Background: an optimization exercise with open tools, aiming at small area, a short achievable clock period and few clock cycles. Do not read the settings as production practice. Function was checked by simulation only, so behaviour that the tests miss may differ from the original. No activity file was given, so power comes from the tool's default toggle rates.

## mbcodec
module mbcodec (
    input  wire        clk,
    input  wire        rst,           
    input  wire        cmd_valid,
    output wire        cmd_ready,
    input  wire [31:0] cmd,
    output reg         rsp_valid,
    output wire [3:0]  rsp_status,
    output wire [31:0] rsp_value,
    output reg         tx_valid,
    output reg  [7:0]  tx_data
);
For scale: ~3,800 cells after synthesis, ~2,300 flip-flops, roughly 59,000 sq um of cells after synthesis.
clock: 8.0 ns
lec_check: 0
cap_margin: 20
core_margin: 2
core_utilization: 60
cts_cluster_diameter: 100
cts_cluster_size: 28
place_density: 0.7
setup_slack_margin: 5
slew_margin: 20
run.sh (not shown) runs the stock make flow with config.mk's settings and CLKGATE_MAP_FILE= SYNTH_SCRIPT=/design/flow/synth_recipe.tcl, a recipe that flattens the netlist after the stock synthesis.
Testbench counts at the start, summed over its fixed seeds: cycles 164,567.
==> next run, changes <==
--- a/flow/design.v
+++ b/flow/design.v
@@ -55,18 +55,14 @@
     reg [15:0] dcrc;
     reg [7:0]  pcnt;
     reg        rclo_ok;       
     reg [3:0]  errcls;
     reg [7:0]  excode;
     reg        stray;
     wire busy = !(s_idle | s_done | s_err);
-    wire [3:0] dstate = {s_xhi | s_done | s_err,
-                         s_pay | s_crclo | s_crchi | s_xlo,
-                         s_func | s_b2 | s_crchi | s_xlo | s_err,
-                         s_addr | s_b2 | s_crclo | s_xlo | s_done};
     reg          rdy;         
     reg [2:0]    sc;          
     reg          ev;          
     reg [RB-1:0] ph;          
     wire [RB-1:0] phw = ph - 1'b1;
     wire acc = cmd_valid & rdy;
     assign cmd_ready = rdy;
@@ -188,23 +184,21 @@
             end
         end
     end
     wire       pay_w   = dbyte && s_pay;
     wire [7:0] x_pcnt  = (o_abort || arm) ? 8'd0 : (pay_w ? pcnt + 8'd1 : pcnt);
     wire       x_stray = (o_abort || arm) ? 1'b0 :
                          ((dbyte && (s_idle || s_done || s_err)) ? 1'b1 : stray);
-    wire [25:0] cur_status = {busy, stray, pcnt, excode, errcls, dstate};
     wire [25:0] nxt_status = {n_busy, x_stray, x_pcnt, x_excode, x_errcls, n_dstate};
     wire [25:0] x_value =
         ({26{o_init}}   & 26'h000FFFF) |
         ({26{o_cbyte}}  & {10'd0, acc_upd}) |
         ({26{o_cread}}  & {10'd0, crc_acc}) |
         ({26{o_ccheck}} & {25'd0, crc_acc == qh[15:0]}) |
-        ({26{dbyte}}    & nxt_status) |
-        ({26{o_status}} & cur_status) |
+        ({26{dbyte || o_status}} & nxt_status) |
         ({26{seta_ok}}  & {18'd0, arg_b}) |
         ({26{o_geta}}   & {18'd0, devaddr});
     wire st_ill  = o_ill;
     wire st_busy = xbusy || (o_seta && busy);
     wire st_nrdy = o_rdbuf && !s_done;
     wire st_arg  = (txfault && !xbusy) || (o_seta && !busy && b_adbad) ||
                    (o_rdbuf && s_done && rd_arg);
Outcome: Final area stays flat. Count of clock-buffer cells in the layout is lower by 2. Global-route usage came out lower by 0.17 points. Power is about the same. Die area falls by 0.50%. Clock power hardly moves. Wire length falls by 2.5%.
Testbench counts after the change, summed over its fixed seeds: cycles 164,567.

--- another note on this design; it stands on its own ---

## mbcodec
module mbcodec (
    input  wire        clk,
    input  wire        rst,           
    input  wire        cmd_valid,
    output wire        cmd_ready,
    input  wire [31:0] cmd,
    output reg         rsp_valid,
    output wire [3:0]  rsp_status,
    output wire [31:0] rsp_value,
    output reg         tx_valid,
    output reg  [7:0]  tx_data
);
    localparam [7:0] OPC_CRC_INIT    = 8'h01,
                     OPC_CRC_BYTE    = 8'h02,
                     OPC_CRC_READ    = 8'h03,
                     OPC_CRC_CHECK   = 8'h04,
                     OPC_ENC_RD      = 8'h10,
                     OPC_XCH_RD      = 8'h11,
                     OPC_DEC_BYTE    = 8'h20,
                     OPC_DEC_ABORT   = 8'h21,
                     OPC_DEC_RDBUF   = 8'h22,
                     OPC_DEC_STATUS  = 8'h23,
                     OPC_CFG_SETADDR = 8'h30,
                     OPC_CFG_GETADDR = 8'h31;
    localparam [2:0] RS_OK = 3'd0, RS_ILLEGAL = 3'd1, RS_ARG = 3'd2,
                     RS_BUSY = 3'd3, RS_NOT_READY = 3'd4;
    localparam [3:0] E_NONE = 4'd0, E_CRC = 4'd1, E_SIZE = 4'd2,
                     E_ADDR = 4'd3, E_FUNC = 4'd4, E_LEN = 4'd5,
                     E_DEVICE = 4'd6;
    localparam RB = 3;                   
    localparam RL = 1 << RB;
    localparam NR = 248 / RL;            
    function [15:0] crc_update;
        input [15:0] c;
        input [7:0]  b;
        integer k;
        reg [15:0] r;
        begin
            r = c ^ {8'h00, b};
            for (k = 0; k < 8; k = k + 1)
                r = r[0] ? ((r >> 1) ^ 16'hA001) : (r >> 1);
            crc_update = r;
        end
    endfunction
    reg [15:0] crc_acc;
    reg [7:0]  devaddr;
    reg        s_idle, s_addr, s_func, s_b2, s_pay, s_crclo, s_crchi,
               s_xlo, s_xhi, s_done, s_err;
    reg [6:0]  expw;          
    reg        addr_ok;       
    reg        f83, f03;      
    reg [7:0]  hdr2;
    reg        len_ok;        
    reg        last;          
    reg [15:0] dcrc;
    reg [7:0]  pcnt;
    reg        rclo_ok;       
    reg [3:0]  errcls;
    reg [7:0]  excode;
    reg        stray;
    wire busy = !(s_idle | s_done | s_err);
    wire [3:0] dstate = {s_xhi | s_done | s_err,
  ...
export LEC_CHECK = 0
export CAP_MARGIN = 20
export CORE_MARGIN = 2
export CORE_UTILIZATION = 60
export CTS_CLUSTER_DIAMETER = 100
export CTS_CLUSTER_SIZE = 28
export PLACE_DENSITY = 0.7
export SETUP_SLACK_MARGIN = 5
export SLEW_MARGIN = 20
create_clock -name core_clock -period 8.0 [get_ports {clk}]
standard.sh (not shown) runs the stock make flow with config.mk's settings and CLKGATE_MAP_FILE= SYNTH_SCRIPT=/design/flow/synth_recipe.tcl, a recipe that flattens the netlist after the stock synthesis.
==> flow/flow/run.sh <==
#!/bin/bash
set -euo pipefail
bash standard.sh SETUP_SLACK_MARGIN=6 finish > standard.log 2>&1
Testbench counts at the start, summed over its fixed seeds: cycles 164,810.
Edit:
==> flow/run.sh (new file) <==
#!/bin/bash
# synth_recipe.tcl (not shown) runs the flow's synth.tcl, then flattens the netlist and writes it again
# the make line also repeats each setting of config.mk as NAME=value (left out here)
make -C /OpenROAD-flow-scripts/flow DESIGN_CONFIG=/design/flow/config.mk WORK_HOME=/design/flow/orfs CLKGATE_MAP_FILE= SYNTH_SCRIPT=/design/flow/synth_recipe.tcl finish
--- a/flow/config.mk
+++ b/flow/config.mk
@@ -9,6 +9,6 @@
 export CORE_MARGIN = 2
-export CORE_UTILIZATION = 60
+export CORE_UTILIZATION = 70
 export CTS_CLUSTER_DIAMETER = 100
 export CTS_CLUSTER_SIZE = 28
-export PLACE_DENSITY = 0.7
+export PLACE_DENSITY = 0.8
 export SETUP_SLACK_MARGIN = 5
removed: flow/flow/run.sh
removed: flow/standard.sh
Worst setup slack gets worse by 0.10 ns.
Clock-buffer cell count went up by 5.
Total power went down by about 0.65%.
Critical path depth went up by 6.
Via count went down by about 2.4%.
Clock power went up by about 0.9%.

re-timing with driven ports:
The flow's constraints put no driver on any port. The routed layouts listed below were extracted and timed again, unchanged, in two steps.
Step 1: set_driving_cell puts a clkbuf_16 on clk and a buf_2 on each other input, an assumption about the parent block.
Step 2 times the ports against the registers' clock, not the clock port: input delays grow and output delays shrink by t, the midpoint of the rising clock arrivals with the driver on.
a / b / c = ideal / step 1 / step 2; a / b = the first two.
run | t, ns | setup slack, ns | clock arrival spread, ns | pins driven straight from the clock port
the first run of note 1 | 0.758 | 5.052 / 4.984 / 4.463 | 0.046 / 0.045 | 1
the second run of note 1 | 0.755 | 5.020 / 4.991 / 4.328 | 0.052 / 0.052 | 1
the first run of note 2 | 0.780 | 5.083 / 5.009 / 4.353 | 0.044 / 0.044 | 1
the second run of note 2 | 0.770 | 4.980 / 4.966 / 4.340 | 0.058 / 0.058 | 1
After both steps every run listed still meets setup and hold. For the first run of note 2, which loses most, drivers alone change the setup slack by -0.074 ns; drivers and shift together by -0.730 ns.
